This is an optimization exercise on Yosys and OpenROAD, whose aim is small area, a short achievable clock period and few clock cycles per item, not a production implementation. No functional check of the RTL was part of any run shown here. Power figures rest on the tool's default switching activity, not on a simulated workload.

==> flow/config.mk <==
export PLATFORM = sky130hd
export DESIGN_NAME = lamp_ctrl
export DESIGN_NICKNAME = lamp_ctrl
export VERILOG_FILES = /design/flow/design.v
export SDC_FILE = /design/flow/constraint.sdc
export NUM_CORES = 4
export LEC_CHECK = 0
export CAP_MARGIN = 20
export CORE_MARGIN = 2
export CORE_UTILIZATION = 60
export SLEW_MARGIN = 20
==> flow/constraint.sdc <==
create_clock -name core_clock -period 12.0 [get_ports {clk}]
set_input_delay 2.4000 -clock core_clock [delete_from_list [all_inputs] [get_ports {clk}]]
set_output_delay 2.4000 -clock core_clock [all_outputs]
set_load 0.01 [all_outputs]
==> flow/design.v <==
module lamp_div (
    input  wire [7:0]  r_in,     
    input  wire [3:0]  bits,     
    input  wire [7:0]  m1,       
    input  wire [9:0]  m3,       
    input  wire [10:0] m5,       
    input  wire [10:0] m7,       
    input  wire [11:0] m9,       
    input  wire [11:0] m11,      
    input  wire [11:0] m13,      
    input  wire [11:0] m15,      
    output reg  [7:0]  r_out,    
    output reg  [3:0]  q         
);
    wire [11:0] y = {r_in, bits};
    wire [11:0] mk [1:15];
    assign mk[1]  = {4'd0, m1};
    assign mk[2]  = {3'd0, m1, 1'b0};
    assign mk[3]  = {2'd0, m3};
    assign mk[4]  = {2'd0, m1, 2'b00};
    assign mk[5]  = {1'd0, m5};
    assign mk[6]  = {1'd0, m3, 1'b0};
    assign mk[7]  = {1'd0, m7};
    assign mk[8]  = {1'd0, m1, 3'b000};
    assign mk[9]  = m9;
    assign mk[10] = {m5, 1'b0};
    assign mk[11] = m11;
    assign mk[12] = {m3, 2'b00};
    assign mk[13] = m13;
    assign mk[14] = {m7, 1'b0};
    assign mk[15] = m15;
    wire [12:0] s  [0:15];
    assign s[0] = {1'b0, y};
    wire [15:0] ge;
    assign ge[0] = 1'b1;
    genvar k;
    generate
        for (k = 1; k < 16; k = k + 1) begin : cmp
            assign s[k]  = {1'b0, y} - {1'b0, mk[k]};
            assign ge[k] = ~s[k][12];
        end
    endgenerate
    wire [15:0] sel = ge & ~{1'b0, ge[15:1]};
    integer j;
    always @(*) begin
        q     = 4'd0;
        r_out = 8'd0;
        for (j = 0; j < 16; j = j + 1) begin
            q     = q     | ({4{sel[j]}} & j[3:0]);
            r_out = r_out | ({8{sel[j]}} & s[j][7:0]);
        end
    end
endmodule
module lamp_ctrl (
    input  wire        clk,
    input  wire        rst,
    input  wire        cmd_valid,
    output wire        cmd_ready,
    input  wire [3:0]  cmd_op,
    input  wire [7:0]  cmd_a,
    input  wire [7:0]  cmd_b,
    input  wire [7:0]  cmd_c,
    input  wire [15:0] cmd_m,
    input  wire [31:0] cmd_t,
    output reg         rsp_valid,
    output reg  [15:0] rsp_data
);
    localparam OP_SET_LAMP   = 4'd0;
    localparam OP_READ_STATE = 4'd1;
    localparam OP_READ_DIM   = 4'd2;
    localparam OP_READ_FLASH = 4'd3;
    localparam OP_OFF_ALL    = 4'd4;
    localparam OP_FLASH_ALL  = 4'd5;
    localparam OP_SET_DIV    = 4'd6;
    localparam OP_APPLY      = 4'd7;
    localparam OP_STROBE     = 4'd8;
    localparam OP_LOAD_CYCLE = 4'd9;
    reg  [63:0]  st;         
    reg  [63:0]  dm1;        
    reg  [63:0]  dm2;        
    reg  [511:0] fp;         
    reg  [7:0]   div1, div2;
    reg  [2:0]   bank;
    reg  [31:0]  cycle;
    reg  [7:0]   r1;         
    reg  [7:0]   r2;         
    reg rst_q;
    reg         ready_q;
    reg         c_valid;
    reg  [3:0]  c_op;
    reg  [9:0]  c_fop;       
    reg         c_setok;     
    reg         c_divok;     
    reg  [7:0]  c_abank;     
    reg  [7:0]  c_abit;      
    reg  [7:0]  c_a, c_b;
    reg         c_bz;        
    reg         c_c1, c_c2;  
    reg  [7:0]  c_l;         
    reg  [7:0]  c_qh;        
    reg  [5:0]  c_rh;        
    reg         c_m0;        
    reg         c_mlo;       
    reg         c_mhi;       
    reg  [31:0] c_t;
    assign cmd_ready = ready_q;
    wire accept   = cmd_valid && ready_q;
    wire multi_in = (cmd_op == OP_FLASH_ALL) || (cmd_op == OP_APPLY);
    wire strb_in  = (cmd_op == OP_STROBE);
    reg          m_apply;    
    reg          m_mod;      
    reg          first;      
    reg  [1:0]   prep;       
    reg          mfix;       
    reg          tail;       
    reg          wbp;        
    reg          par;        
    reg  [2:0]   acnt;       
    reg  [2:0]   mcnt;       
    reg          mph;        
    reg  [7:0]   M1;         
    reg  [9:0]   M3;
    reg  [10:0]  M5, M7;
    reg  [11:0]  M9, M11, M13, M15;
    reg  [7:0]   P_cmp;      
    reg  [63:0]  match;      
    reg          w_v;        
    reg  [7:0]   w_fu;       
    reg  [7:0]   w_bank;     
    reg  [7:0]   w_bit;      
    reg  [5:0]   fsel;       
    reg          fallp;      
    reg  [7:0]   P_nx;       
    reg          more;       
    reg  [63:0]  pend;       
    reg  [31:0]  Q;          
    reg  [5:0]   r50;        
    reg  [7:0]   RA;         
    wire stall = c_valid && m_mod &&
                 (c_fop[OP_STROBE] || c_fop[OP_FLASH_ALL] || c_fop[OP_APPLY]);
    wire id_ok   = (c_a[7:6] == 2'b00);
    wire x_set   = c_valid && c_setok;
    wire x_off   = c_valid && c_fop[OP_OFF_ALL];
    wire x_fall  = c_valid && !m_mod && c_fop[OP_FLASH_ALL];
    wire x_apply = c_valid && !m_mod && c_fop[OP_APPLY];
    wire x_div   = c_valid && c_fop[OP_SET_DIV];
    wire x_load  = c_valid && c_fop[OP_LOAD_CYCLE];
    wire x_strb  = c_valid && !m_mod && c_fop[OP_STROBE];
    function [13:0] fu_tab(input [5:0] h);
        case (h)
            6'd0: fu_tab = {8'd0, 6'd0};
            6'd1: fu_tab = {8'd5, 6'd6};
            6'd2: fu_tab = {8'd10, 6'd12};
            6'd3: fu_tab = {8'd15, 6'd18};
            6'd4: fu_tab = {8'd20, 6'd24};
            6'd5: fu_tab = {8'd25, 6'd30};
            6'd6: fu_tab = {8'd30, 6'd36};
            6'd7: fu_tab = {8'd35, 6'd42};
            6'd8: fu_tab = {8'd40, 6'd48};
            6'd9: fu_tab = {8'd46, 6'd4};
            6'd10: fu_tab = {8'd51, 6'd10};
            6'd11: fu_tab = {8'd56, 6'd16};
            6'd12: fu_tab = {8'd61, 6'd22};
            6'd13: fu_tab = {8'd66, 6'd28};
            6'd14: fu_tab = {8'd71, 6'd34};
            6'd15: fu_tab = {8'd76, 6'd40};
            6'd16: fu_tab = {8'd81, 6'd46};
            6'd17: fu_tab = {8'd87, 6'd2};
            6'd18: fu_tab = {8'd92, 6'd8};
            6'd19: fu_tab = {8'd97, 6'd14};
            6'd20: fu_tab = {8'd102, 6'd20};
            6'd21: fu_tab = {8'd107, 6'd26};
            6'd22: fu_tab = {8'd112, 6'd32};
            6'd23: fu_tab = {8'd117, 6'd38};
            6'd24: fu_tab = {8'd122, 6'd44};
            6'd25: fu_tab = {8'd128, 6'd0};
            6'd26: fu_tab = {8'd133, 6'd6};
            6'd27: fu_tab = {8'd138, 6'd12};
            6'd28: fu_tab = {8'd143, 6'd18};
            6'd29: fu_tab = {8'd148, 6'd24};
            6'd30: fu_tab = {8'd153, 6'd30};
            6'd31: fu_tab = {8'd158, 6'd36};
            6'd32: fu_tab = {8'd163, 6'd42};
            6'd33: fu_tab = {8'd168, 6'd48};
            6'd34: fu_tab = {8'd174, 6'd4};
            6'd35: fu_tab = {8'd179, 6'd10};
            6'd36: fu_tab = {8'd184, 6'd16};
            6'd37: fu_tab = {8'd189, 6'd22};
            6'd38: fu_tab = {8'd194, 6'd28};
            6'd39: fu_tab = {8'd199, 6'd34};
            6'd40: fu_tab = {8'd204, 6'd40};
            6'd41: fu_tab = {8'd209, 6'd46};
            6'd42: fu_tab = {8'd215, 6'd2};
            6'd43: fu_tab = {8'd220, 6'd8};
            6'd44: fu_tab = {8'd225, 6'd14};
            6'd45: fu_tab = {8'd230, 6'd20};
            6'd46: fu_tab = {8'd235, 6'd26};
            6'd47: fu_tab = {8'd240, 6'd32};
            6'd48: fu_tab = {8'd245, 6'd38};
            6'd49: fu_tab = {8'd250, 6'd44};
            6'd50: fu_tab = {8'd0, 6'd0};
            6'd51: fu_tab = {8'd0, 6'd0};
            6'd52: fu_tab = {8'd0, 6'd0};
            6'd53: fu_tab = {8'd0, 6'd0};
            6'd54: fu_tab = {8'd0, 6'd0};
            6'd55: fu_tab = {8'd0, 6'd0};
            6'd56: fu_tab = {8'd0, 6'd0};
            6'd57: fu_tab = {8'd0, 6'd0};
            6'd58: fu_tab = {8'd0, 6'd0};
            6'd59: fu_tab = {8'd0, 6'd0};
            6'd60: fu_tab = {8'd0, 6'd0};
            6'd61: fu_tab = {8'd0, 6'd0};
            6'd62: fu_tab = {8'd0, 6'd0};
            6'd63: fu_tab = {8'd0, 6'd0};
            default: fu_tab = 14'd0;
        endcase
    endfunction
    function [14:0] t50_tab(input [5:0] r);
        case (r)
            6'd0: t50_tab = {4'd0, 4'd1, 6'd0, 1'b0};
            6'd1: t50_tab = {4'd0, 4'd1, 6'd16, 1'b0};
            6'd2: t50_tab = {4'd0, 4'd1, 6'd32, 1'b0};
            6'd3: t50_tab = {4'd0, 4'd1, 6'd48, 1'b1};
            6'd4: t50_tab = {4'd1, 4'd2, 6'd14, 1'b0};
            6'd5: t50_tab = {4'd1, 4'd2, 6'd30, 1'b0};
            6'd6: t50_tab = {4'd1, 4'd2, 6'd46, 1'b1};
            6'd7: t50_tab = {4'd2, 4'd3, 6'd12, 1'b0};
            6'd8: t50_tab = {4'd2, 4'd3, 6'd28, 1'b0};
            6'd9: t50_tab = {4'd2, 4'd3, 6'd44, 1'b1};
            6'd10: t50_tab = {4'd3, 4'd4, 6'd10, 1'b0};
            6'd11: t50_tab = {4'd3, 4'd4, 6'd26, 1'b0};
            6'd12: t50_tab = {4'd3, 4'd4, 6'd42, 1'b1};
            6'd13: t50_tab = {4'd4, 4'd5, 6'd8, 1'b0};
            6'd14: t50_tab = {4'd4, 4'd5, 6'd24, 1'b0};
            6'd15: t50_tab = {4'd4, 4'd5, 6'd40, 1'b1};
            6'd16: t50_tab = {4'd5, 4'd6, 6'd6, 1'b0};
            6'd17: t50_tab = {4'd5, 4'd6, 6'd22, 1'b0};
            6'd18: t50_tab = {4'd5, 4'd6, 6'd38, 1'b1};
            6'd19: t50_tab = {4'd6, 4'd7, 6'd4, 1'b0};
            6'd20: t50_tab = {4'd6, 4'd7, 6'd20, 1'b0};
            6'd21: t50_tab = {4'd6, 4'd7, 6'd36, 1'b1};
            6'd22: t50_tab = {4'd7, 4'd8, 6'd2, 1'b0};
            6'd23: t50_tab = {4'd7, 4'd8, 6'd18, 1'b0};
            6'd24: t50_tab = {4'd7, 4'd8, 6'd34, 1'b0};
            6'd25: t50_tab = {4'd8, 4'd9, 6'd0, 1'b0};
            6'd26: t50_tab = {4'd8, 4'd9, 6'd16, 1'b0};
            6'd27: t50_tab = {4'd8, 4'd9, 6'd32, 1'b0};
            6'd28: t50_tab = {4'd8, 4'd9, 6'd48, 1'b1};
            6'd29: t50_tab = {4'd9, 4'd10, 6'd14, 1'b0};
            6'd30: t50_tab = {4'd9, 4'd10, 6'd30, 1'b0};
            6'd31: t50_tab = {4'd9, 4'd10, 6'd46, 1'b1};
            6'd32: t50_tab = {4'd10, 4'd11, 6'd12, 1'b0};
            6'd33: t50_tab = {4'd10, 4'd11, 6'd28, 1'b0};
            6'd34: t50_tab = {4'd10, 4'd11, 6'd44, 1'b1};
            6'd35: t50_tab = {4'd11, 4'd12, 6'd10, 1'b0};
            6'd36: t50_tab = {4'd11, 4'd12, 6'd26, 1'b0};
            6'd37: t50_tab = {4'd11, 4'd12, 6'd42, 1'b1};
            6'd38: t50_tab = {4'd12, 4'd13, 6'd8, 1'b0};
            6'd39: t50_tab = {4'd12, 4'd13, 6'd24, 1'b0};
            6'd40: t50_tab = {4'd12, 4'd13, 6'd40, 1'b1};
            6'd41: t50_tab = {4'd13, 4'd14, 6'd6, 1'b0};
            6'd42: t50_tab = {4'd13, 4'd14, 6'd22, 1'b0};
            6'd43: t50_tab = {4'd13, 4'd14, 6'd38, 1'b1};
            6'd44: t50_tab = {4'd14, 4'd15, 6'd4, 1'b0};
            6'd45: t50_tab = {4'd14, 4'd15, 6'd20, 1'b0};
            6'd46: t50_tab = {4'd14, 4'd15, 6'd36, 1'b1};
            6'd47: t50_tab = {4'd15, 4'd0, 6'd2, 1'b0};
            6'd48: t50_tab = {4'd15, 4'd0, 6'd18, 1'b0};
            6'd49: t50_tab = {4'd15, 4'd0, 6'd34, 1'b0};
            6'd50: t50_tab = {4'd0, 4'd1, 6'd0, 1'b0};
            6'd51: t50_tab = {4'd0, 4'd1, 6'd0, 1'b0};
            6'd52: t50_tab = {4'd0, 4'd1, 6'd0, 1'b0};
            6'd53: t50_tab = {4'd0, 4'd1, 6'd0, 1'b0};
            6'd54: t50_tab = {4'd0, 4'd1, 6'd0, 1'b0};
            6'd55: t50_tab = {4'd0, 4'd1, 6'd0, 1'b0};
            6'd56: t50_tab = {4'd0, 4'd1, 6'd0, 1'b0};
            6'd57: t50_tab = {4'd0, 4'd1, 6'd0, 1'b0};
            6'd58: t50_tab = {4'd0, 4'd1, 6'd0, 1'b0};
            6'd59: t50_tab = {4'd0, 4'd1, 6'd0, 1'b0};
            6'd60: t50_tab = {4'd0, 4'd1, 6'd0, 1'b0};
            6'd61: t50_tab = {4'd0, 4'd1, 6'd0, 1'b0};
            6'd62: t50_tab = {4'd0, 4'd1, 6'd0, 1'b0};
            6'd63: t50_tab = {4'd0, 4'd1, 6'd0, 1'b0};
            default: t50_tab = 15'd0;
        endcase
    endfunction
    function [3:0] t50_thr(input [5:0] r);
        case (r)
            6'd0: t50_thr = 4'd0;
            6'd1: t50_thr = 4'd0;
            6'd2: t50_thr = 4'd0;
            6'd3: t50_thr = 4'd2;
            6'd4: t50_thr = 4'd0;
            6'd5: t50_thr = 4'd0;
            6'd6: t50_thr = 4'd4;
            6'd7: t50_thr = 4'd0;
            6'd8: t50_thr = 4'd0;
            6'd9: t50_thr = 4'd6;
            6'd10: t50_thr = 4'd0;
            6'd11: t50_thr = 4'd0;
            6'd12: t50_thr = 4'd8;
            6'd13: t50_thr = 4'd0;
            6'd14: t50_thr = 4'd0;
            6'd15: t50_thr = 4'd10;
            6'd16: t50_thr = 4'd0;
            6'd17: t50_thr = 4'd0;
            6'd18: t50_thr = 4'd12;
            6'd19: t50_thr = 4'd0;
            6'd20: t50_thr = 4'd0;
            6'd21: t50_thr = 4'd14;
            6'd22: t50_thr = 4'd0;
            6'd23: t50_thr = 4'd0;
            6'd24: t50_thr = 4'd0;
            6'd25: t50_thr = 4'd0;
            6'd26: t50_thr = 4'd0;
            6'd27: t50_thr = 4'd0;
            6'd28: t50_thr = 4'd2;
            6'd29: t50_thr = 4'd0;
            6'd30: t50_thr = 4'd0;
            6'd31: t50_thr = 4'd4;
            6'd32: t50_thr = 4'd0;
            6'd33: t50_thr = 4'd0;
            6'd34: t50_thr = 4'd6;
            6'd35: t50_thr = 4'd0;
            6'd36: t50_thr = 4'd0;
            6'd37: t50_thr = 4'd8;
            6'd38: t50_thr = 4'd0;
            6'd39: t50_thr = 4'd0;
            6'd40: t50_thr = 4'd10;
            6'd41: t50_thr = 4'd0;
            6'd42: t50_thr = 4'd0;
            6'd43: t50_thr = 4'd12;
            6'd44: t50_thr = 4'd0;
            6'd45: t50_thr = 4'd0;
            6'd46: t50_thr = 4'd14;
            6'd47: t50_thr = 4'd0;
            6'd48: t50_thr = 4'd0;
            6'd49: t50_thr = 4'd0;
            6'd50: t50_thr = 4'd0;
            6'd51: t50_thr = 4'd0;
            6'd52: t50_thr = 4'd0;
            6'd53: t50_thr = 4'd0;
            6'd54: t50_thr = 4'd0;
            6'd55: t50_thr = 4'd0;
            6'd56: t50_thr = 4'd0;
            6'd57: t50_thr = 4'd0;
            6'd58: t50_thr = 4'd0;
            6'd59: t50_thr = 4'd0;
            6'd60: t50_thr = 4'd0;
            6'd61: t50_thr = 4'd0;
            6'd62: t50_thr = 4'd0;
            6'd63: t50_thr = 4'd0;
            default: t50_thr = 4'd0;
        endcase
    endfunction
    wire [13:0] fu_t   = fu_tab(cmd_m[13:8]);
    wire [8:0]  fu_s   = {3'b000, c_rh} + {1'b0, c_l};
    wire [2:0]  fu_c   = (fu_s >= 9'd300) ? 3'd6 : (fu_s >= 9'd250) ? 3'd5 :
                         (fu_s >= 9'd200) ? 3'd4 : (fu_s >= 9'd150) ? 3'd3 :
                         (fu_s >= 9'd100) ? 3'd2 : (fu_s >= 9'd50)  ? 3'd1 : 3'd0;
    wire [7:0]  fu_q   = c_qh + {5'd0, fu_c};
    reg  [7:0]  fu;
    always @(*) begin
        if (c_m0)
            fu = 8'd0;
        else if (c_mhi)
            fu = 8'd250;
        else if (c_mlo)
            fu = 8'd1;
        else
            fu = fu_q;
    end
    wire [63:0] nz;
    wire [63:0] match_d;
    genvar gi;
    generate
        for (gi = 0; gi < 64; gi = gi + 1) begin : g_cmp
            assign nz[gi]    = |fp[8*gi +: 8];
            assign match_d[gi] = (fp[8*gi +: 8] == P_cmp);
        end
    endgenerate
    wire [63:0] rest = pend & ~match;
    wire [63:0] w_hit;
    wire [63:0] nz_eff;
    generate
        for (gi = 0; gi < 64; gi = gi + 1) begin : g_w
            assign w_hit[gi]  = w_v && w_bank[gi / 8] && w_bit[gi % 8];
            assign nz_eff[gi] = w_hit[gi] ? (w_fu != 8'd0) : nz[gi];
        end
    endgenerate
    wire [63:0] pe_in = (m_apply && !tail) ? rest : nz_eff;
    wire        pe_any;
    wire [5:0]  pe_idx;
    lamp_pe64 u_pe (.v(pe_in), .any(pe_any), .idx(pe_idx));
    wire [7:0] fp_rd  = fp[8*fsel +: 8];
    wire        t50_wr = x_fall || x_apply ||
                         (m_apply && first && !tail && !lstall && (prep != 2'd0 || acnt <= 3'd4));
    wire [14:0] t50_qs  = t50_tab(r50);         
    wire [3:0]  t50_t   = t50_thr(r50);         
    wire [6:0]  t50_u   = {1'b0, t50_qs[6:1]} + {3'b000, c_t[27:24]};
    wire        t50_ex  = t50_qs[0] && (c_t[27:24] >= t50_t);
    wire [3:0]  q50     = t50_ex ? t50_qs[10:7] : t50_qs[14:11];
    wire [5:0]  r50_out = t50_ex ? (t50_u - 7'd50) : t50_u[5:0];
    wire [7:0] rA_out;
    wire [3:0] qA;
    lamp_div u_lane (
        .r_in(RA), .bits(Q[31:28]),
        .m1(M1), .m3(M3), .m5(M5), .m7(M7), .m9(M9), .m11(M11), .m13(M13), .m15(M15),
        .r_out(rA_out), .q(qA));
    wire round_end = m_apply && (prep == 2'd0) && !tail && (acnt == 3'd6);
    wire mod_half  = m_mod && (mcnt == 3'd7);
    wire mod_end   = mod_half && mph;
    wire mod_start = x_div || x_load;
    wire mod_next  = mod_start || (m_mod && !mod_end);
    wire go        = x_fall || x_apply;
    wire        div_ok   = c_valid && c_divok;
    wire        m_pre   = m_apply && (prep == 2'd1);
    wire        m_first = m_apply && (prep == 2'd0) && mfix;
    wire        m_load  = mod_start || mod_half || m_first || round_end;
    wire        lstall  = m_first && !tail && (acnt == 3'd0) && (M1[7:3] == 5'd0);
    wire        skipn   = round_end && more && (P_nx[7:3] != 5'd0);
    wire [7:0]  m_src   = mod_start ? (c_divok ? c_a : div1) : P_nx;
    wire [11:0] m_d     = {4'd0, m_src};
    reg ready_n;
    always @(*) begin
        if (accept && (multi_in || (strb_in && mod_next)))
            ready_n = 1'b0;
        else if (stall)
            ready_n = mod_end && (c_op == OP_STROBE);
        else if (x_apply || x_fall)
            ready_n = 1'b0;
        else if (m_apply && prep == 2'd1)
            ready_n = !fallp && !more;
        else if (m_apply)
            ready_n = tail || (prep == 2'd0 && acnt >= 3'd5 && !more);
        else
            ready_n = 1'b1;
    end
    wire        clr_all = rst_q || x_off;
    wire        set_any = x_set && !clr_all;
    wire [63:0] wbm     = {64{wbp}} & pend & match;
    wire [63:0] st_eff  = (st & ~wbm) | (wbm & {64{~par}});
    wire        dm1_wd  = set_any && c_c1;
    wire        dm2_wd  = set_any && c_c2;
    wire [7:0]  fp_wd   = clr_all ? 8'd0 : x_fall ? 8'd10 : w_fu;
    wire [63:0] sel_l;
    generate
        for (gi = 0; gi < 64; gi = gi + 1) begin : g_sel
            assign sel_l[gi] = x_set && c_abank[gi / 8] && c_abit[gi % 8];
        end
    endgenerate
    wire [63:0] st_en   = {64{clr_all}} | sel_l | wbm;
    wire [63:0] dm_en   = {64{clr_all || x_fall}} | sel_l;
    wire [63:0] fp_en   = {64{clr_all || x_fall}} | w_hit;
    wire [63:0] pd_en   = {64{go}} | ({64{wbp}} & match);
    wire [63:0] pd_wd   = {64{go}} & ({64{x_fall}} | nz_eff);
    wire [2:0]  bsel = c_fop[OP_STROBE] ? bank : c_a[5:3];
    wire [7:0]  b_st = st_eff[8*bsel +: 8];
    wire [7:0]  b_d1 = dm1[8*bsel +: 8];
    wire [7:0]  b_d2 = dm2[8*bsel +: 8];
    wire [7:0]  v    = b_st | ({8{r1 != 8'd0}} & b_d1) | ({8{r2 != 8'd0}} & b_d2);
    wire [7:0] r1_inc = r1 + 8'd1;
    wire [7:0] r2_inc = r2 + 8'd1;
    wire       wrap   = &cycle;
    wire w_rd_hit = w_v && |(w_bank & c_abank) && |(w_bit & c_abit);
    integer l;
    always @(posedge clk) begin
        rst_q <= rst;
        if (ready_q) begin
            c_op <= cmd_op;
            c_fop   <= 10'd1 << cmd_op;
            c_setok <= (cmd_op == OP_SET_LAMP) && (cmd_a[7:6] == 2'b00) && (cmd_c <= 8'd2);
            c_divok <= (cmd_op == OP_SET_DIV) && (cmd_a != 8'd0) && (cmd_b != 8'd0);
            c_abank <= 8'd1 << cmd_a[5:3];
            c_abit  <= 8'd1 << cmd_a[2:0];
            c_a  <= cmd_a;
            c_b  <= cmd_b;
            c_bz <= (cmd_b == 8'd0);
            c_c1 <= (cmd_c == 8'd1);
            c_c2 <= (cmd_c == 8'd2);
            c_l  <= cmd_m[7:0];
            c_qh <= fu_t[13:6];
            c_rh <= fu_t[5:0];
            c_m0 <= (cmd_m == 16'd0);
            c_mlo <= (cmd_m < 16'd50);
            c_mhi <= (cmd_m >= 16'd12550);
            c_t  <= cmd_t;
        end else if (t50_wr) begin
            c_t  <= c_t << 4;
        end
        c_valid <= !rst && (accept || stall);
        ready_q <= !rst && ready_n;
        rsp_valid <= c_valid && !stall && !rst;
        rsp_data  <= 16'd0;
        if (c_valid) begin
            case (c_op)
            OP_READ_STATE: if (id_ok) rsp_data <= {15'd0, ~b_st[c_a[2:0]]};
            OP_READ_DIM:   if (id_ok) rsp_data <= {14'd0, b_d2[c_a[2:0]], b_d1[c_a[2:0]]};
            OP_READ_FLASH: if (id_ok) rsp_data <= {8'd0, w_rd_hit ? w_fu : fp_rd};
            OP_STROBE:     rsp_data <= {5'd0, bank, v};
            default:       rsp_data <= 16'd0;
            endcase
        end
        w_v <= !rst && set_any;
        if (set_any) begin
            w_fu   <= fu;
            w_bank <= c_abank;
            w_bit  <= c_abit;
        end
        match <= match_d;
        for (l = 0; l < 64; l = l + 1) begin
            if (st_en[l])  st[l]        <= clr_all || (sel_l[l] ? c_bz : ~par);
            if (dm_en[l])  dm1[l]       <= dm1_wd;
            if (dm_en[l])  dm2[l]       <= dm2_wd;
            if (fp_en[l])  fp[8*l +: 8] <= fp_wd;
            if (pd_en[l])  pend[l]      <= pd_wd[l];
        end
        if (ready_q)
            r50 <= {2'b00, cmd_t[31:28]};
        else if (t50_wr)
            r50 <= r50_out;
        if (mod_start)
            Q <= x_load ? c_t : cycle;
        else if (mod_half)
            Q <= cycle;
        else if (m_mod)
            Q <= Q << 4;
        else if (go)
            Q <= {q50, Q[27:0]};
        else if (m_apply && prep == 2'd1)
            Q <= {Q[31:28], q50, Q[23:0]};
        else if (skipn)
            Q <= {Q[23:4], Q[31:24], Q[3:0]};
        else if (!lstall)
            Q <= {Q[27:24], (t50_wr ? q50 : Q[23:20]), Q[19:4], Q[31:28], Q[3:0]};
        P_cmp <= M1;
        fsel  <= (accept && cmd_op == OP_READ_FLASH) ? cmd_a[5:0] : pe_idx;
        if (mod_start)
            P_nx <= c_divok ? c_b : div2;
        else if (!m_mod)
            P_nx <= fp_rd;
        more  <= pe_any;
        if (m_pre) begin
            M1  <= fp_rd;
            M3  <= 10'h3FF;
            M5  <= 11'h7FF;
            M7  <= 11'h7FF;
            M9  <= 12'hFFF;
            M11 <= 12'hFFF;
            M13 <= 12'hFFF;
            M15 <= 12'hFFF;
        end else if (m_load) begin
            M1  <= m_src;
            M3  <= (m_d << 1) + m_d;
            M5  <= (m_d << 2) + m_d;
            M7  <= (m_d << 3) - m_d;
            M9  <= (m_d << 3) + m_d;
            M11 <= (m_d << 3) + (m_d << 1) + m_d;
            M13 <= (m_d << 3) + (m_d << 2) + m_d;
            M15 <= (m_d << 4) - m_d;
        end
        wbp <= round_end;
        if (round_end)
            par <= qA[0];
        if (rst) begin
            m_apply <= 1'b0;
            prep    <= 2'd0;
            tail    <= 1'b0;
            first   <= 1'b0;
            acnt    <= 3'd0;
        end else if (go) begin
            m_apply <= 1'b1;
            prep    <= 2'd1;
            tail    <= 1'b0;
            first   <= 1'b1;
            fallp   <= x_fall;
        end else if (m_apply) begin
            if (prep == 2'd1) begin
                prep    <= 2'd0;
                acnt    <= 3'd0;
                RA      <= 8'd0;
                mfix    <= 1'b1;
                if (!fallp && !more)
                    m_apply <= 1'b0;
            end else if (tail) begin
                m_apply <= 1'b0;
                tail    <= 1'b0;
            end else if (round_end) begin
                first   <= 1'b0;
                acnt    <= skipn ? 3'd1 : 3'd0;
                RA      <= skipn ? {4'b0000, Q[27:24]} : 8'd0;
                tail    <= !more;
            end else if (lstall) begin
                mfix    <= 1'b0;
            end else begin
                mfix    <= 1'b0;
                acnt    <= acnt + 3'd1;
                RA      <= rA_out;
            end
        end
        if (rst) begin
            m_mod <= 1'b0;
            mph   <= 1'b0;
            mcnt  <= 3'd0;
        end else if (mod_start) begin
            m_mod <= 1'b1;
            mph   <= 1'b0;
            mcnt  <= 3'd0;
            RA    <= 8'd0;
        end else if (m_mod) begin
            mcnt  <= mcnt + 3'd1;
            RA    <= mod_half ? 8'd0 : rA_out;
            if (mod_half)
                mph <= 1'b1;
            if (mod_end)
                m_mod <= 1'b0;
        end
        if (rst_q) begin
            div1  <= 8'd2;
            div2  <= 8'd3;
            bank  <= 3'd0;
            cycle <= 32'd0;
            r1    <= 8'd0;
            r2    <= 8'd0;
        end else begin
            if (div_ok) begin
                div1 <= c_a;
                div2 <= c_b;
            end
            if (x_load) begin
                cycle <= c_t;
                bank  <= 3'd0;
            end
            if (mod_half && !mph)
                r1 <= rA_out;
            if (mod_end)
                r2 <= rA_out;
            if (x_strb) begin
                bank <= bank + 3'd1;
                if (bank == 3'd7) begin
                    cycle <= cycle + 32'd1;
                    r1 <= (wrap || r1_inc == div1) ? 8'd0 : r1_inc;
                    r2 <= (wrap || r2_inc == div2) ? 8'd0 : r2_inc;
                end
            end
        end
    end
endmodule
module lamp_pe64 (
    input  wire [63:0] v,
    output wire        any,
    output wire [5:0]  idx
);
    wire [31:0] a1;
    wire [31:0] i1;
    wire [15:0] a2;
    wire [31:0] i2;
    wire [7:0]  a3;
    wire [23:0] i3;
    wire [3:0]  a4;
    wire [15:0] i4;
    wire [1:0]  a5;
    wire [9:0]  i5;
    genvar g;
    generate
        for (g = 0; g < 32; g = g + 1) begin : l1
            assign a1[g] = v[2*g] | v[2*g+1];
            assign i1[g] = ~v[2*g];
        end
        for (g = 0; g < 16; g = g + 1) begin : l2
            assign a2[g]        = a1[2*g] | a1[2*g+1];
            assign i2[2*g +: 2] = a1[2*g] ? {1'b0, i1[2*g]} : {1'b1, i1[2*g+1]};
        end
        for (g = 0; g < 8; g = g + 1) begin : l3
            assign a3[g]        = a2[2*g] | a2[2*g+1];
            assign i3[3*g +: 3] = a2[2*g] ? {1'b0, i2[4*g +: 2]} : {1'b1, i2[4*g+2 +: 2]};
        end
        for (g = 0; g < 4; g = g + 1) begin : l4
            assign a4[g]        = a3[2*g] | a3[2*g+1];
            assign i4[4*g +: 4] = a3[2*g] ? {1'b0, i3[6*g +: 3]} : {1'b1, i3[6*g+3 +: 3]};
        end
        for (g = 0; g < 2; g = g + 1) begin : l5
            assign a5[g]        = a4[2*g] | a4[2*g+1];
            assign i5[5*g +: 5] = a4[2*g] ? {1'b0, i4[8*g +: 4]} : {1'b1, i4[8*g+4 +: 4]};
        end
    endgenerate
    assign any = a5[0] | a5[1];
    assign idx = a5[0] ? {1'b0, i5[4:0]} : {1'b1, i5[9:5]};
endmodule
==> flow/run.sh <==
#!/bin/bash
# synth_recipe.tcl (not shown) runs the flow's synth.tcl, then flattens the netlist and writes it again
# the make line also repeats each setting of config.mk as NAME=value (left out here)
make -C /OpenROAD-flow-scripts/flow DESIGN_CONFIG=/design/flow/config.mk WORK_HOME=/design/flow/orfs CLKGATE_MAP_FILE= SYNTH_SCRIPT=/design/flow/synth_recipe.tcl finish
==> results of run 1 <==
[cells in the final DEF, fill, tap and decap left out, drive strengths merged, types with 29 or more instances in the layout]
master / count
inv: 214
a211oi: 44
o21ai: 380
o21bai: 29
a31oi: 56
dfxtp: 251
clkinv: 35
and2: 31
a21o: 57
nand2: 819
mux4: 174
a221oi: 29
xor2: 50
nand2b: 51
buf: 96
clkbuf: 187
nor2: 353
a22oi: 30
or3: 54
o21a: 39
ha: 228
clkdlybuf4s50: 91
and3: 69
nor2b: 69
mux2i: 133
nand4: 151
o2111ai: 38
edfxtp: 947
a21oi: 329
o22ai: 42
mux2: 75
xnor2: 609
nor4: 149
nand3: 388
nor3: 85
o211ai: 63
[where the power goes]
part	switching, mW	internal, mW
Clock	1.73	2.37
Combinational	2.85	1.76
Sequential	0.370	4.91
Total	4.95	9.04
[stage by stage]
stage / area, um^2 / hold slack, ns / utilization / instances / worst slack, ns
floorplan: 70700 / 0.348 / - / 6760 / 7.39
global placement: 72800 / 0.369 / 0.625 / 8046 / 6.76
detailed placement: 72800 / 0.363 / 0.625 / 8047 / 6.77
CTS: 77100 / 0.383 / 0.662 / 8292 / 6.77
global route: 77200 / 0.388 / 0.663 / 8295 / 6.66
finish: 77200 / 0.393 / 0.663 / 8306 / 6.95
[sequential cells by signal, summed over array words and instances, names as in the netlist, 10 cells and up]
name,count
M3,10
M5,10
M9,10
Q,32
c_t,31
cycle,32
dm1,64
dm2,64
fp,512
match,64
pend,64
rsp_data,11
st,64
[logic make-up (layout without fill, tap and decap cells)]
group	count (synthesis)	count (layout)
DFF	1198	1198
other	1	17
and+or+nand+nor	2315	2315
adders and majority gates	257	257
muxes	382	382
buffers and inverters	628	638
xor gates and xnor gates	659	659
AOI/OAI and AO/OA	1316	1316
[final cells by class]
cell class                 instances  area (um^2)
antenna                           12         30.0
tap                             1524         1910
inverter                         206          773
timing repair buffer             187         1670
multi-input combinational       4934        35000
fill                            9068        39300
clock buffer                     187         3760
clock inverter                    58          572
sequential                      1198        33500
[worst paths after layout]
| check | slack [ns] | start | endpoint |
|---|---|---|---|
| worst max-delay path | 6.95 | fsel[0] | rsp_data[0] |
| worst min-delay path | 0.39 | M1[2] | P_cmp[2] |
| worst max register to register | 6.95 | fsel[0] | rsp_data[0] |
| worst min register to register | 0.39 | M1[2] | P_cmp[2] |
[metal layers]
layer	part of all wire	vias to the layer above	wire [um]	track usage
met5	0.0019	-	466	0.0180
met3	0.15	774	36000	0.145
met1	0.39	27839	96900	0.561
met2	0.41	3975	100000	0.556
met4	0.051	24	12400	0.177
li1	-	24978	-	-
[worst max-delay path, delay by kind of cell, from the launching register on]
kind	cells	cell delay, ns
flip-flops	1	0.77
multiplexers	3	1.73
buffers and inverters	3	1.61
AO/OA/AOI/OAI	3	0.70
==> notes.md, run 1 <==
| Stage | Item | Value |
|:---|:---|:---|
| outcome | Run status | timing/DRC/antenna clean |
| routing | Aggregate routed wire length | 246000 um |
| setup path | Longest individual stage delay on the worst path | 0.79 ns |
| synth | Share of synthesized area spent on multiplexers | 0.0862 |
| flow run | Number of maximum-capacitance violations | 0 |
| setup path | Reg2reg path depth | 9 |
| floorplanning | Initial core utilization | 0.607 |
| synth | EDFF count, synth | 947 |
| routing | Iteration-0 DRC Markers | 8876 |
| place | Routability Congestion | 1.06 |
| synth | Area share of xor/xnor cells in the synthesized design | 0.0816 |
| setup path | Setup crit start kind | flip-flop |
| clocking | Clock buffers created by TritonCTS | 133 |
| synth | Area share of and/or/nand/nor cells after synthesis | 0.158 |
| timing | Period utilization | 0.421 |
| synth | Compound-cell area share of the yosys netlist | 0.119 |
| floorplanning | Num rows | 125 |
| power | Post-route total power | 14.0 mW |
| hold path | Tightest Hold Check Type | reg2reg |
| clocking | Clock net sink count | 1198 |
| setup path | Cell seen most often among critical-path stages | mux4_2 |
| routing | DRC Markers | 0 |
| timing | Layout Skew | 0.0393 ns |
| cells and area | Final-stage net count | 6995 |
| power | Cell Pwr Density | 181 nW/um^2 |
| place | DP HPWL | 172000 um |
| timing | Number of max-slew violations in the final report | 0 |
| synth | Top cell types by occurrence after synthesis | edfxtp_1, nand2_1, xnor2_1 |
| grt | Initial antenna violation count | 18 |
| clocking | Post-CTS repair timing setup buffer count | 0 |
| setup path | Endpoint type of the worst setup path | flip-flop |
| synth | Cell taking the most area after synthesis | edfxtp_1 |
| synth | Dominant register cell in the synthesized netlist | edfxtp_1 |
| floorplanning | Width of the chip | 347 um |
| clocking | CTS Hold Buffers Added | 0 |
| floorplanning | CORE AREA | 117000 um^2 |
| setup path | Path type of the worst setup path | reg2reg |
| power | Total leakage power | 27.7 nW |
| routing | 1st-pass router iterations | 7 |
| synth | Number of instances in the synthesized netlist | 6756 |
| synth | #FFs+latches synth | 1198 |
| routing | Routed via count divided by cell count | 6.93 |
| place | Port Buffer Count | 91 |
| timing | Setup repair after global routing missed its margin | false |
| clocking | H-Tree Level Count | 4 |
| routing | Number of nets with antenna violations after detailed routing | 0 |
| cells and area | Layout cell share with drive strength beyond 1 | 0.0934 |
| timing | Total count of hold-check failures in the final report | 0 |
| grt | Maximum number of pins on one net before global-route repair | 90 |
| timing | Slew @ Worst Pin | 1.31 ns |
| synth | Leading post-synthesis cells by cell area | edfxtp_1, xnor2_1, dfxtp_1, mux4_2, nand2_1 |
| synth | Largest family of logic cells by synthesized area | simple AND/OR/NAND/NOR gates |
| synth | Share of the synthesized area in the top cell type | 0.402 |
| clocking | Clock Latency Late Sink | 0.80 ns |
| timing | # setup viols final | 0 |
| synth | Distinct cells, synth | 97 |
| synth | Post-Synthesis Cell Area | 70700 um^2 |
| cells and area | Relative area change from synthesis to final layout | 9.22% |
| setup path | Critical path data required time | 12.66 ns |
| grt | Overflow left after global routing | 0 |
| routing | Routed via count | 57590 |
| setup path | Critical Path Fanout Max | 43 |
| timing | Final critical-path required period | 5.05 ns |
| timing | Achievable frequency | 0.198 GHz |
| setup path | Series of cell instances along the critical path | buf_4, buf_4, buf_16, mux4_2, mux4_2, mux4_2, a311o_1, o41ai_1, a21oi_1 |
| timing | Slew margin rel. | 0.128 |
| grt | Global-route wire length before repair | 358000 um |
| grt | Total GRT Usage | 0.401 |
| synth | Most numerous cell in the Yosys netlist | edfxtp_1 |
| setup path | Arrival time of the worst setup path | 5.71 ns |
| floorplanning | Number of I/O pins | 97 |
| synth | Area share of fa/ha/maj cells after synthesis | 0.0484 |
| clocking | Maximum root-to-sink buffer count | 3 |
| clocking | Cts repair resizes | 0 |
| clocking | Clk pin slew, worst setup/hold paths | 0.06 ns |
| timing | Setup TNS | 0 ns |
| power | Worst supply voltage drop on vdd | 169 uV |
| setup path | Slowest CP cell | buf_4 |
| floorplanning | Area of the die | 121000 um^2 |
| synth | Post-synthesis area per instance | 10.5 um^2 |
| grt | Number of global-route vias before repair | 53669 |
| clocking | Clock tree from TritonCTS | yes |
| hold path | Cell depth of the worst min-delay path | 0 |
| synth | Sequential-to-total area share from yosys stat | 0.473 |
| routing | Average detailed-routed wire length per instance | 29.6 um |
| clocking | Cell at the root of the clock tree | clkbuf_16 |
| synth | Yosys Warn Count | 2 |
| floorplanning | Die Height | 347 um |
| synth | Share of flip-flops with an asynchronous set or reset after synthesis | 0 |
==> inputs of run 2 (changes only) <==
--- a/flow/design.v
+++ b/flow/design.v
@@ -13,7 +13,8 @@
     output reg  [3:0]  q         
 );
     wire [11:0] y = {r_in, bits};
-    wire [11:0] mk [1:15];
+    wire [11:0] mk [0:15];
+    assign mk[0]  = 12'd0;
     assign mk[1]  = {4'd0, m1};
     assign mk[2]  = {3'd0, m1, 1'b0};
     assign mk[3]  = {2'd0, m3};
@@ -29,15 +30,34 @@
     assign mk[13] = m13;
     assign mk[14] = {m7, 1'b0};
     assign mk[15] = m15;
-    wire [12:0] s  [0:15];
-    assign s[0] = {1'b0, y};
+    function ge12(input [11:0] a, input [11:0] b);
+        reg [11:0] g, e;
+        reg [5:0]  g1, e1;
+        reg [2:0]  g2, e2;
+        integer i;
+        begin
+            g = a & ~b;
+            e = ~(a ^ b);
+            for (i = 0; i < 6; i = i + 1) begin
+                g1[i] = g[2*i+1] | (e[2*i+1] & g[2*i]);
+                e1[i] = e[2*i+1] & e[2*i];
+            end
+            for (i = 0; i < 3; i = i + 1) begin
+                g2[i] = g1[2*i+1] | (e1[2*i+1] & g1[2*i]);
+                e2[i] = e1[2*i+1] & e1[2*i];
+            end
+            ge12 = g2[2] | (e2[2] & (g2[1] | (e2[1] & (g2[0] | e2[0]))));
+        end
+    endfunction
     wire [15:0] ge;
+    wire [7:0]  dl [0:15];
     assign ge[0] = 1'b1;
+    assign dl[0] = y[7:0];
     genvar k;
     generate
         for (k = 1; k < 16; k = k + 1) begin : cmp
-            assign s[k]  = {1'b0, y} - {1'b0, mk[k]};
-            assign ge[k] = ~s[k][12];
+            assign ge[k] = ge12(y, mk[k]);
+            assign dl[k] = y[7:0] - mk[k][7:0];
         end
     endgenerate
     wire [15:0] sel = ge & ~{1'b0, ge[15:1]};
@@ -47,7 +67,7 @@
         r_out = 8'd0;
         for (j = 0; j < 16; j = j + 1) begin
             q     = q     | ({4{sel[j]}} & j[3:0]);
-            r_out = r_out | ({8{sel[j]}} & s[j][7:0]);
+            r_out = r_out | ({8{sel[j]}} & dl[j]);
         end
     end
 endmodule
@@ -86,6 +106,7 @@
     reg  [7:0]   r2;         
     reg rst_q;
     reg         ready_q;
+    reg         cap_q;       
     reg         c_valid;
     reg  [3:0]  c_op;
     reg  [9:0]  c_fop;       
@@ -118,6 +139,7 @@
     reg  [2:0]   acnt;       
     reg  [2:0]   mcnt;       
     reg          mph;        
+    reg          mprep;      
     reg  [7:0]   M1;         
     reg  [9:0]   M3;
     reg  [10:0]  M5, M7;
@@ -408,7 +430,7 @@
         .m1(M1), .m3(M3), .m5(M5), .m7(M7), .m9(M9), .m11(M11), .m13(M13), .m15(M15),
         .r_out(rA_out), .q(qA));
     wire round_end = m_apply && (prep == 2'd0) && !tail && (acnt == 3'd6);
-    wire mod_half  = m_mod && (mcnt == 3'd7);
+    wire mod_half  = m_mod && !mprep && (mcnt == 3'd7);
     wire mod_end   = mod_half && mph;
     wire mod_start = x_div || x_load;
     wire mod_next  = mod_start || (m_mod && !mod_end);
@@ -416,10 +438,10 @@
     wire        div_ok   = c_valid && c_divok;
     wire        m_pre   = m_apply && (prep == 2'd1);
     wire        m_first = m_apply && (prep == 2'd0) && mfix;
-    wire        m_load  = mod_start || mod_half || m_first || round_end;
+    wire        m_load  = mprep || mod_half || m_first || round_end;
     wire        lstall  = m_first && !tail && (acnt == 3'd0) && (M1[7:3] == 5'd0);
     wire        skipn   = round_end && more && (P_nx[7:3] != 5'd0);
-    wire [7:0]  m_src   = mod_start ? (c_divok ? c_a : div1) : P_nx;
+    wire [7:0]  m_src   = P_nx;
     wire [11:0] m_d     = {4'd0, m_src};
     reg ready_n;
     always @(*) begin
@@ -466,7 +488,7 @@
     integer l;
     always @(posedge clk) begin
         rst_q <= rst;
-        if (ready_q) begin
+        if (cap_q) begin
             c_op <= cmd_op;
             c_fop   <= 10'd1 << cmd_op;
             c_setok <= (cmd_op == OP_SET_LAMP) && (cmd_a[7:6] == 2'b00) && (cmd_c <= 8'd2);
@@ -490,6 +512,7 @@
         end
         c_valid <= !rst && (accept || stall);
         ready_q <= !rst && ready_n;
+        cap_q   <= rst || ready_n;
         rsp_valid <= c_valid && !stall && !rst;
         rsp_data  <= 16'd0;
         if (c_valid) begin
@@ -515,13 +538,11 @@
             if (fp_en[l])  fp[8*l +: 8] <= fp_wd;
             if (pd_en[l])  pend[l]      <= pd_wd[l];
         end
-        if (ready_q)
+        if (cap_q)
             r50 <= {2'b00, cmd_t[31:28]};
         else if (t50_wr)
             r50 <= r50_out;
-        if (mod_start)
-            Q <= x_load ? c_t : cycle;
-        else if (mod_half)
+        if (mprep || mod_half)
             Q <= cycle;
         else if (m_mod)
             Q <= Q << 4;
@@ -536,7 +557,9 @@
         P_cmp <= M1;
         fsel  <= (accept && cmd_op == OP_READ_FLASH) ? cmd_a[5:0] : pe_idx;
         if (mod_start)
-            P_nx <= c_divok ? c_b : div2;
+            P_nx <= c_divok ? c_a : div1;
+        else if (mprep)
+            P_nx <= div2;
         else if (!m_mod)
             P_nx <= fp_rd;
         more  <= pe_any;
@@ -600,11 +623,15 @@
         end
         if (rst) begin
             m_mod <= 1'b0;
+            mprep <= 1'b0;
             mph   <= 1'b0;
             mcnt  <= 3'd0;
         end else if (mod_start) begin
             m_mod <= 1'b1;
+            mprep <= 1'b1;
             mph   <= 1'b0;
+        end else if (mprep) begin
+            mprep <= 1'b0;
             mcnt  <= 3'd0;
             RA    <= 8'd0;
         end else if (m_mod) begin
--- a/flow/config.mk
+++ b/flow/config.mk
@@ -8,4 +8,5 @@
 export CAP_MARGIN = 20
 export CORE_MARGIN = 2
 export CORE_UTILIZATION = 60
+export CTS_BUF_LIST = sky130_fd_sc_hd__clkbuf_4 sky130_fd_sc_hd__clkbuf_8
 export SLEW_MARGIN = 20
==> run 2 against run 1 <==
Net effect:
- still clean
- fmax down 0.98%
- routed wire length decreased by 3.5%
- synthesized cell count hardly changed
==> notes.md, run 2 <==
| Stage | Item | Value | Change |
|:---|:---|:---|:---|
| outcome | Run status | timing/DRC/antenna clean |  |
| setup path | Setup crit start kind | flip-flop |  |
| place | DP HPWL | 162000 um | -5.5% |
| timing | Slew margin rel. | 0.227 | +0.0991 |
| clocking | H-Tree Level Count | 4 | unchanged |
| setup path | Cell seen most often among critical-path stages | mux4_2 |  |
| timing | Number of max-slew violations in the final report | 0 | unchanged |
| synth | Distinct cells, synth | 87 | -10% |
| place | Routability Congestion | 1.02 | -3.7% |
| clocking | Cts repair resizes | 0 | unchanged |
| setup path | Longest individual stage delay on the worst path | 0.82 ns | +0.03 ns |
| floorplanning | Initial core utilization | 0.602 | -0.00458 |
| routing | Aggregate routed wire length | 237000 um | -3.5% |
| timing | Setup TNS | 0 ns | unchanged |
| clocking | Clock Latency Late Sink | 0.97 ns | +0.17 ns |
| setup path | Path type of the worst setup path | reg2reg |  |
| floorplanning | Area of the die | 119000 um^2 | -1.4% |
| timing | # setup viols final | 0 | unchanged |
| place | Post-placement setup slack | 6.83 ns | +0.0581 ns |
| synth | Share of flip-flops with an asynchronous set or reset after synthesis | 0 | unchanged |
| power | Total leakage power | 27.3 nW | -1.4% |
| place | Port Buffer Count | 91 | unchanged |
| clocking | Clk pin slew, worst setup/hold paths | 0.07 ns | about the same |
| routing | Number of nets with antenna violations after detailed routing | 0 | unchanged |
| synth | #FFs+latches synth | 1200 | +0.17% |
| setup path | Arrival time of the worst setup path | 5.92 ns | +0.21 ns |
| setup path | Total buffers and inverters traversed by the critical path | 2 | -1 |
| synth | Cell taking the most area after synthesis | edfxtp_1 |  |
| cells and area | Layout cell share with drive strength beyond 1 | 0.103 | +0.00921 |
| synth | Top cell types by occurrence after synthesis | edfxtp_1, nand2_1, xnor2_1 |  |
| grt | Overflow left after global routing | 0 | unchanged |
| synth | EDFF count, synth | 947 | unchanged |
| synth | Dominant register cell in the synthesized netlist | edfxtp_1 |  |
| setup path | Series of cell instances along the critical path | buf_4, buf_4, mux4_2, mux4_2, mux4_2, nand3_1, o21ai_0, o31a_1 |  |
| routing | Routed via count divided by cell count | 6.69 | -3.6% |
| grt | Number of global-route vias before repair | 53610 | -0.11% |
| cells and area | Most common library cell in the layout ignoring fill and taps | edfxtp_1 |  |
| clocking | Clock tree from TritonCTS | yes |  |
| grt | Initial antenna violation count | 20 | +2 |
| cells and area | Filler cells | 9283 | +2.4% |
| synth | Sequential-to-total area share from yosys stat | 0.481 | +0.00740 |
| clocking | Post-CTS repair timing setup buffer count | 0 | unchanged |
| timing | Achievable frequency | 0.196 GHz | -0.98% |
| timing | Worst setup margin | 6.90 ns | -0.0500 ns |
| routing | Average detailed-routed wire length per instance | 28.3 um | -4.7% |
| synth | Most numerous cell in the Yosys netlist | edfxtp_1 |  |
| flow run | Number of maximum-capacitance violations | 0 | unchanged |
| grt | Maximum number of pins on one net before global-route repair | 90 | unchanged |
| timing | Total count of hold-check failures in the final report | 0 | unchanged |
| clocking | Cell at the root of the clock tree | clkbuf_8 |  |
| timing | Layout Skew | 0.0632 ns | +0.0239 ns |
| routing | 1st-pass router iterations | 8 | +1 |
| clocking | Clock net sink count | 1200 | +0.17% |
| hold path | Tightest Hold Check Type | reg2reg |  |
| timing | Slew @ Worst Pin | 1.16 ns | -0.149 ns |
| grt | Met1 capacity usage during global routing | 0.494 | -0.0668 |
| synth | Number of instances in the synthesized netlist | 6751 | -0.074% |
| synth | Share of the synthesized area in the top cell type | 0.408 | +0.00580 |
| grt | Global-route wire length before repair | 346000 um | -3.3% |
| setup path | Endpoint type of the worst setup path | flip-flop |  |
| setup path | Critical path data required time | 12.82 ns | +0.16 ns |
| routing | Routed via count | 56212 | -2.4% |
| cells and area | Number of flip-flops in the largest register | 512 | unchanged |
| grt | Met2 usage | 0.624 | +0.0680 |
| routing | DRC Markers | 0 | unchanged |
| cells and area | Highest-count cells in the layout ignoring fill and taps | edfxtp_1, nand2_1, xnor2_1 |  |
| cells and area | Final-stage net count | 7054 | +0.84% |
| floorplanning | CORE AREA | 116000 um^2 | -0.67% |
| clocking | Maximum root-to-sink buffer count | 3 | unchanged |
| synth | Yosys Warn Count | 2 | unchanged |
| cells and area | Relative area change from synthesis to final layout | 8.87% |  |
| timing | Setup repair after global routing missed its margin | false |  |
| floorplanning | Width of the chip | 345 um | -0.71% |
| floorplanning | Number of I/O pins | 97 | unchanged |
| clocking | CTS Hold Buffers Added | 0 | unchanged |
| synth | Post-synthesis area per instance | 10.3 um^2 | -1.3% |
| clocking | Clock buffers created by TritonCTS | 195 | +47% |
| grt | Global routing met3 resource utilization | 0.0898 | -0.0555 |
| cells and area | Largest register by flop count | fp |  |
| timing | Period utilization | 0.425 | +0.00417 |
| setup path | Family with the most delay on the worst path | multiplexers |  |
| timing | Final critical-path required period | 5.10 ns | +0.0500 ns |
| setup path | Critical Path Fanout Max | 49 | +14% |
| power | Worst supply voltage drop on vdd | 129 uV | -24% |
| synth | Post-Synthesis Cell Area | 69700 um^2 | -1.4% |
| routing | Iteration-0 DRC Markers | 7323 | -17% |
| floorplanning | Num rows | 125 | unchanged |
| grt | Total GRT Usage | 0.395 | -0.00609 |
| floorplanning | Die Height | 345 um | -0.71% |
| grt | GRT busiest layer | met2 |  |
| setup path | Slowest CP cell | buf_4 |  |
| synth | Leading post-synthesis cells by cell area | edfxtp_1, xnor2_1, dfxtp_1, mux4_2, nand2_1 |  |
| power | Cell Pwr Density | 176 nW/um^2 | -2.8% |
[run 2: metrics by stage]
| step | total power, mW | utilization | hold WS (ns) | cells | instance area, um^2 |
|---|---|---|---|---|---|
| floorplan | 8.10 | - | 0.348 | 6755 | 69700 |
| global placement | 9.47 | 0.620 | 0.361 | 8036 | 71700 |
| detailed placement | 9.51 | 0.620 | 0.373 | 8036 | 71700 |
| CTS | 13.3 | 0.655 | 0.380 | 8397 | 75800 |
| global route | 13.9 | 0.656 | 0.399 | 8400 | 75900 |
| finish | 13.4 | 0.656 | 0.389 | 8406 | 75900 |
[run 2: final timing paths]
kind / slack [ns] / to / from / depth (start not counted)
min reg2reg: 0.39 / P_cmp[4] / M1[4] / 0
max: 6.90 / rsp_data[0] / fsel[0] / 8
max reg2reg: 6.90 / rsp_data[0] / fsel[0] / 8
min: 0.39 / P_cmp[4] / M1[4] / 0
[run 2: cells by family after synthesis]
kind of cell	Yosys count	synth area share
and+or+nand+nor	2471	0.167
AOI/OAI and AO/OA	1284	0.116
buffers and inverters	614	0.0335
DFF	1200	0.481
muxes	252	0.0683
adders and majority gates	266	0.0507
xor gates and xnor gates	663	0.0833
other	1	0.0000538
[run 2: routing by layer]
layer / wire (um) / share of wire / up-vias
li1: - / - / 24885
met1: 87200 / 0.37 / 27020
met2: 109000 / 0.46 / 3435
met3: 24800 / 0.10 / 860
met4: 16700 / 0.070 / 12
met5: 80 / 0.00034 / -
[run 2: area by class of cell]
class,count,area (um^2),share of cell area
Multi-Input combinational cell,4941,34000,0.448
Sequential cell,1200,33600,0.442
Clock buffer,271,3350,0.0441
Tap cell,1524,1910,0.0251
Timing Repair Buffer,175,1550,0.0204
Clock inverter,90,752,0.00991
Inverter,197,739,0.00974
Antenna cell,8,20.0,0.000264
[run 2: where the power goes]
group / switching [mW] / internal (mW) / leakage [nW]
Combinational: 2.68 / 1.69 / 13.5
Clock: 1.75 / 2.05 / 2.15
Sequential: 0.335 / 4.87 / 11.7
[run 2: worst register-to-register path, stage by stage (launching register included)]
cell	delay, ns
dfxtp_4	0.76
buf_4	0.87
buf_4	0.87
mux4_2	0.64
mux4_2	0.54
mux4_2	0.73
nand3_1	0.15
o21ai_0	0.12
o31a_1	0.30
==> inputs of run 3 (changes only) <==
--- a/flow/design.v
+++ b/flow/design.v
@@ -150,7 +150,8 @@
     reg  [7:0]   w_fu;       
     reg  [7:0]   w_bank;     
     reg  [7:0]   w_bit;      
-    reg  [5:0]   fsel;       
+    reg  [63:0]  fsel;       
+    reg          w_nz;       
     reg          fallp;      
     reg  [7:0]   P_nx;       
     reg          more;       
@@ -158,8 +159,10 @@
     reg  [31:0]  Q;          
     reg  [5:0]   r50;        
     reg  [7:0]   RA;         
+    wire strb_wait = (bank == 3'd7) || (|dm2[8*bank +: 8]) ||
+                     (!mph && (|dm1[8*bank +: 8]));
     wire stall = c_valid && m_mod &&
-                 (c_fop[OP_STROBE] || c_fop[OP_FLASH_ALL] || c_fop[OP_APPLY]);
+                 ((c_fop[OP_STROBE] && strb_wait) || c_fop[OP_FLASH_ALL] || c_fop[OP_APPLY]);
     wire id_ok   = (c_a[7:6] == 2'b00);
     wire x_set   = c_valid && c_setok;
     wire x_off   = c_valid && c_fop[OP_OFF_ALL];
@@ -167,7 +170,7 @@
     wire x_apply = c_valid && !m_mod && c_fop[OP_APPLY];
     wire x_div   = c_valid && c_fop[OP_SET_DIV];
     wire x_load  = c_valid && c_fop[OP_LOAD_CYCLE];
-    wire x_strb  = c_valid && !m_mod && c_fop[OP_STROBE];
+    wire x_strb  = c_valid && !stall && c_fop[OP_STROBE];
     function [13:0] fu_tab(input [5:0] h);
         case (h)
             6'd0: fu_tab = {8'd0, 6'd0};
@@ -407,14 +410,27 @@
     generate
         for (gi = 0; gi < 64; gi = gi + 1) begin : g_w
             assign w_hit[gi]  = w_v && w_bank[gi / 8] && w_bit[gi % 8];
-            assign nz_eff[gi] = w_hit[gi] ? (w_fu != 8'd0) : nz[gi];
+            assign nz_eff[gi] = w_hit[gi] ? w_nz : nz[gi];
         end
     endgenerate
     wire [63:0] pe_in = (m_apply && !tail) ? rest : nz_eff;
-    wire        pe_any;
-    wire [5:0]  pe_idx;
-    lamp_pe64 u_pe (.v(pe_in), .any(pe_any), .idx(pe_idx));
-    wire [7:0] fp_rd  = fp[8*fsel +: 8];
+    wire [63:0] pe_low;      
+    lamp_pfx64 u_pfx (.v(pe_in), .o(pe_low));
+    wire [63:0] pe_oh  = pe_in & ~pe_low;
+    wire        pe_any = pe_low[63] | pe_in[63];
+    wire [63:0] a_oh;
+    generate
+        for (gi = 0; gi < 64; gi = gi + 1) begin : g_aoh
+            assign a_oh[gi] = (cmd_a[5:3] == gi / 8) && (cmd_a[2:0] == gi % 8);
+        end
+    endgenerate
+    reg  [7:0] fp_rd;
+    integer fj;
+    always @(*) begin
+        fp_rd = 8'd0;
+        for (fj = 0; fj < 64; fj = fj + 1)
+            fp_rd = fp_rd | ({8{fsel[fj]}} & fp[8*fj +: 8]);
+    end
     wire        t50_wr = x_fall || x_apply ||
                          (m_apply && first && !tail && !lstall && (prep != 2'd0 || acnt <= 3'd4));
     wire [14:0] t50_qs  = t50_tab(r50);         
@@ -527,6 +543,7 @@
         w_v <= !rst && set_any;
         if (set_any) begin
             w_fu   <= fu;
+            w_nz   <= !c_m0;           
             w_bank <= c_abank;
             w_bit  <= c_abit;
         end
@@ -555,7 +572,8 @@
         else if (!lstall)
             Q <= {Q[27:24], (t50_wr ? q50 : Q[23:20]), Q[19:4], Q[31:28], Q[3:0]};
         P_cmp <= M1;
-        fsel  <= (accept && cmd_op == OP_READ_FLASH) ? cmd_a[5:0] : pe_idx;
+        fsel  <= (accept && cmd_op == OP_READ_FLASH) ? a_oh :
+                 x_fall ? 64'd1 : pe_oh;
         if (mod_start)
             P_nx <= c_divok ? c_a : div1;
         else if (mprep)
@@ -673,44 +691,23 @@
         end
     end
 endmodule
-module lamp_pe64 (
+module lamp_pfx64 (
     input  wire [63:0] v,
-    output wire        any,
-    output wire [5:0]  idx
+    output wire [63:0] o
 );
-    wire [31:0] a1;
-    wire [31:0] i1;
-    wire [15:0] a2;
-    wire [31:0] i2;
-    wire [7:0]  a3;
-    wire [23:0] i3;
-    wire [3:0]  a4;
-    wire [15:0] i4;
-    wire [1:0]  a5;
-    wire [9:0]  i5;
-    genvar g;
+    wire [63:0] p [0:6];
+    assign p[0] = {v[62:0], 1'b0};
+    genvar l, j;
     generate
-        for (g = 0; g < 32; g = g + 1) begin : l1
-            assign a1[g] = v[2*g] | v[2*g+1];
-            assign i1[g] = ~v[2*g];
-        end
-        for (g = 0; g < 16; g = g + 1) begin : l2
-            assign a2[g]        = a1[2*g] | a1[2*g+1];
-            assign i2[2*g +: 2] = a1[2*g] ? {1'b0, i1[2*g]} : {1'b1, i1[2*g+1]};
-        end
-        for (g = 0; g < 8; g = g + 1) begin : l3
-            assign a3[g]        = a2[2*g] | a2[2*g+1];
-            assign i3[3*g +: 3] = a2[2*g] ? {1'b0, i2[4*g +: 2]} : {1'b1, i2[4*g+2 +: 2]};
-        end
-        for (g = 0; g < 4; g = g + 1) begin : l4
-            assign a4[g]        = a3[2*g] | a3[2*g+1];
-            assign i4[4*g +: 4] = a3[2*g] ? {1'b0, i3[6*g +: 3]} : {1'b1, i3[6*g+3 +: 3]};
-        end
-        for (g = 0; g < 2; g = g + 1) begin : l5
-            assign a5[g]        = a4[2*g] | a4[2*g+1];
-            assign i5[5*g +: 5] = a4[2*g] ? {1'b0, i4[8*g +: 4]} : {1'b1, i4[8*g+4 +: 4]};
+        for (l = 0; l < 6; l = l + 1) begin : lv
+            for (j = 0; j < 64; j = j + 1) begin : b
+                if (j >= (1 << l)) begin : o
+                    assign p[l+1][j] = p[l][j] | p[l][j - (1 << l)];
+                end else begin : c
+                    assign p[l+1][j] = p[l][j];
+                end
+            end
         end
     endgenerate
-    assign any = a5[0] | a5[1];
-    assign idx = a5[0] ? {1'b0, i5[4:0]} : {1'b1, i5[9:5]};
+    assign o = p[6];
 endmodule
==> run 3 against run 2 <==
Net effect:
- still clean
- count of clock-buffer cells in the layout grew 33
- sequential cell count increased by 59
- clock skew increased by 0.0044 ns
- fmax rose by 2.0%
- first-iteration DRC count increased by 69%
- setup slack gained 0.10 ns
- critical path type unchanged
- critical endpoint is now r50[5]
- highest routed layer unchanged
==> notes.md, run 3 <==
| Stage | Item | Value | Change |
|:---|:---|:---|:---|
| cells and area | Most common library cell in the layout ignoring fill and taps | edfxtp_1 |  |
| floorplanning | Number of I/O pins | 97 | unchanged |
| setup path | Arrival time of the worst setup path | 5.83 ns | -0.09 ns |
| place | Instance area at placement | 73000 um^2 | +1.7% |
| outcome | Run status | timing/DRC/antenna clean |  |
| grt | Overflow left after global routing | 0 | unchanged |
| floorplanning | Num rows | 126 | +0.80% |
| synth | Area share of fa/ha/maj cells after synthesis | 0.0500 | -0.000747 |
| routing | Routed via count divided by cell count | 7.33 | +9.7% |
| clocking | H-Tree Level Count | 4 | unchanged |
| cells and area | Filler cells | 9117 | -1.8% |
| cells and area | Layout cell share with drive strength beyond 1 | 0.0880 | -0.0146 |
| synth | Share of synthesized area spent on multiplexers | 0.0226 | -0.0457 |
| synth | Post-Synthesis Cell Area | 70800 um^2 | +1.6% |
| setup path | Critical Path Fanout Max | 28 | -43% |
| synth | Post-synthesis area per instance | 10.2 um^2 | -1.5% |
| floorplanning | Initial core utilization | 0.602 | about the same |
| synth | Dominant register cell in the synthesized netlist | edfxtp_1 |  |
| setup path | Critical register-to-register path startpoint | r50[4] |  |
| clocking | Cell at the root of the clock tree | clkbuf_8 |  |
| synth | Most numerous cell in the Yosys netlist | edfxtp_1 |  |
| place | Port Buffer Count | 91 | unchanged |
| setup path | Endpoint type of the worst setup path | flip-flop |  |
| timing | Final critical-path required period | 5.00 ns | -0.101 ns |
| cells and area | Final Util | 0.660 | +0.00392 |
| synth | Sequential-to-total area share from yosys stat | 0.490 | +0.00942 |
| timing | Number of max-slew violations in the final report | 0 | unchanged |
| synth | Top cell types by occurrence after synthesis | edfxtp_1, nand2_1, xnor2_1 |  |
| cells and area | Largest register by flop count | fp |  |
| cells and area | Area of the multi-input gates | 33800 um^2 | -0.61% |
| power | Combinational Power Share | 0.321 | -0.006 |
| routing | Average detailed-routed wire length per instance | 35.4 um | +25% |
| floorplanning | CORE AREA | 118000 um^2 | +1.6% |
| synth | Leading post-synthesis cells by cell area | edfxtp_1, dfxtp_1, xnor2_1, nand2_1, ha_1 |  |
| cells and area | Register area | 34700 um^2 | +3.5% |
| floorplanning | Area of the die | 121000 um^2 | +1.5% |
| timing | Min Hold Slack | 0.415 ns | +0.0257 ns |
| synth | Share of the synthesized area in the top cell type | 0.402 | -0.00586 |
| synth | Cell taking the most area after synthesis | edfxtp_1 |  |
| synth | Area share of xor/xnor cells in the synthesized design | 0.0837 | +0.000413 |
| setup path | Path type of the worst setup path | reg2reg |  |
| routing | Uppermost signal routing layer after detailed routing | met5 |  |
| place | Dpl cells | 8266 | +2.9% |
| setup path | End point of the critical path | r50[5] |  |
| hold path | Tightest Hold Check Type | reg2reg |  |
| synth | #FFs+latches synth | 1259 | +4.9% |
| timing | Layout Skew | 0.0676 ns | +0.00439 ns |
| timing | Total count of hold-check failures in the final report | 0 | unchanged |
| clocking | Clock Latency Late Sink | 0.97 ns | about the same |
| synth | Number of instances in the synthesized netlist | 6963 | +3.1% |
| timing | Achievable frequency | 0.200 GHz | +2.0% |
| clocking | Maximum root-to-sink buffer count | 3 | unchanged |
| timing | Setup TNS | 0 ns | unchanged |
| setup path | Critical path data required time | 12.83 ns | about the same |
| power | Sequential group share of total power | 0.388 | about the same |
| flow run | Number of maximum-capacitance violations | 0 | unchanged |
| clocking | Clk pin slew, worst setup/hold paths | 0.06 ns | about the same |
| setup path | Setup crit start kind | flip-flop |  |
| routing | Routed metal-1 wirelength | 110000 um | +26% |
| synth | Compound-cell area share of the yosys netlist | 0.147 | +0.0312 |
| grt | Number of global-route vias before repair | 57891 | +8.0% |
| cells and area | Highest-count cells in the layout ignoring fill and taps | edfxtp_1, nand2_1, xnor2_1 |  |
| setup path | Longest individual stage delay on the worst path | 0.94 ns | +0.12 ns |
| setup path | Launch point of the worst path | r50[4] |  |
| cells and area | Final-stage net count | 7287 | +3.3% |
| power | Worst supply voltage drop on vdd | 139 uV | +7.9% |
| timing | Setup repair after global routing missed its margin | false |  |
| clocking | Cts repair resizes | 0 | unchanged |
| synth | Yosys Warn Count | 3 | +1 |
| synth | Distinct cells, synth | 96 | +10% |
| clocking | Post-CTS repair timing setup buffer count | 0 | unchanged |
run 3: changes by cell type after synthesis, moves of 51 or more:
| cell | previous run | this run |
|---|---|---|
| nor2b_1 | 84 | 33 |
| a22o_1 | 10 | 133 |
| dfxtp_1 | 253 | 311 |
| a221oi_1 | 35 | 151 |
| nand3_1 | 424 | 370 |
| o21ai_0 | 364 | 307 |
| mux4_2 | 175 | 27 |
run 3: worst min-delay path by stage:
stage                     startpoint        to  slack (ns)  cells after the start
after floorplan                M1[1]  P_cmp[1]        0.35                      0
after global placement         M1[2]  P_cmp[2]        0.40                      0
after detailed placement       M1[2]  P_cmp[2]        0.39                      0
after CTS                      M1[2]  P_cmp[2]        0.42                      0
after global routing           M1[2]  P_cmp[2]        0.43                      0
final                          M1[2]  P_cmp[2]        0.41                      0
run 3: layout make-up:
| class | count | share of cell area |
|---|---|---|
| Timing Repair Buffer | 205 | 0.0227 |
| Sequential cell | 1259 | 0.448 |
| Clock buffer | 304 | 0.0483 |
| Clock inverter | 80 | 0.00927 |
| Antenna cell | 33 | 0.00106 |
| Inverter | 213 | 0.0103 |
| Multi-Input combinational cell | 5056 | 0.436 |
| Tap cell | 1536 | 0.0248 |
run 3: stage by stage:
stage	power [mW]	worst slack [ns]
4_1_cts	13.9	7.11
2_1_floorplan	8.34	7.75
5_1_grt	14.6	6.62
3_3_place_gp	9.75	6.89
6_report	14.2	7.00
3_5_place_dp	9.86	6.83
run 3: kinds of logic after synthesis:
logic type | after synthesis
buffers and inverters | 652
AO/OA/AOI/OAI | 1527
adder cells (fa/ha/maj) | 266
AND/OR/NAND/NOR | 2461
other | 1
XOR/XNOR | 675
flip-flops | 1259
multiplexers | 122
run 3: power by group through the flow:
stage          registers [mW]  logic [mW]  clock network [mW]
2_1_floorplan            5.39        2.95                   0
3_3_place_gp             5.53        4.22                   0
3_5_place_dp             5.55        4.31                   0
4_1_cts                  5.46        4.35                4.10
5_1_grt                  5.50        4.84                4.27
6_report                 5.49        4.56                4.12
run 3: critical path, delay by kind of cell (launching register included):
| kind | cells | cell delay, ns |
|---|---|---|
| compound gates | 5 | 1.16 |
| flops | 1 | 0.94 |
| buf+inv | 2 | 0.79 |
| fa+ha+maj | 2 | 0.72 |
| mux | 1 | 0.63 |
| xor+xnor | 2 | 0.52 |
| simple gates | 1 | 0.13 |
run 3: layer usage:
metal / vias to the layer above / GRT usage
met5: - / 0.0444
met4: 40 / 0.291
met3: 1432 / 0.258
met2: 5793 / 0.663
met1: 30371 / 0.629
li1: 26055 / -

Re-timed with assumed drivers on the ports (clkbuf_16 on the clock, buf_2 on other inputs), run 3 has 7.003 ns of setup slack against 7.003 ns with ideal ports, and 6.700 ns once port delays also move by the mid clock arrival of 1.018 ns.
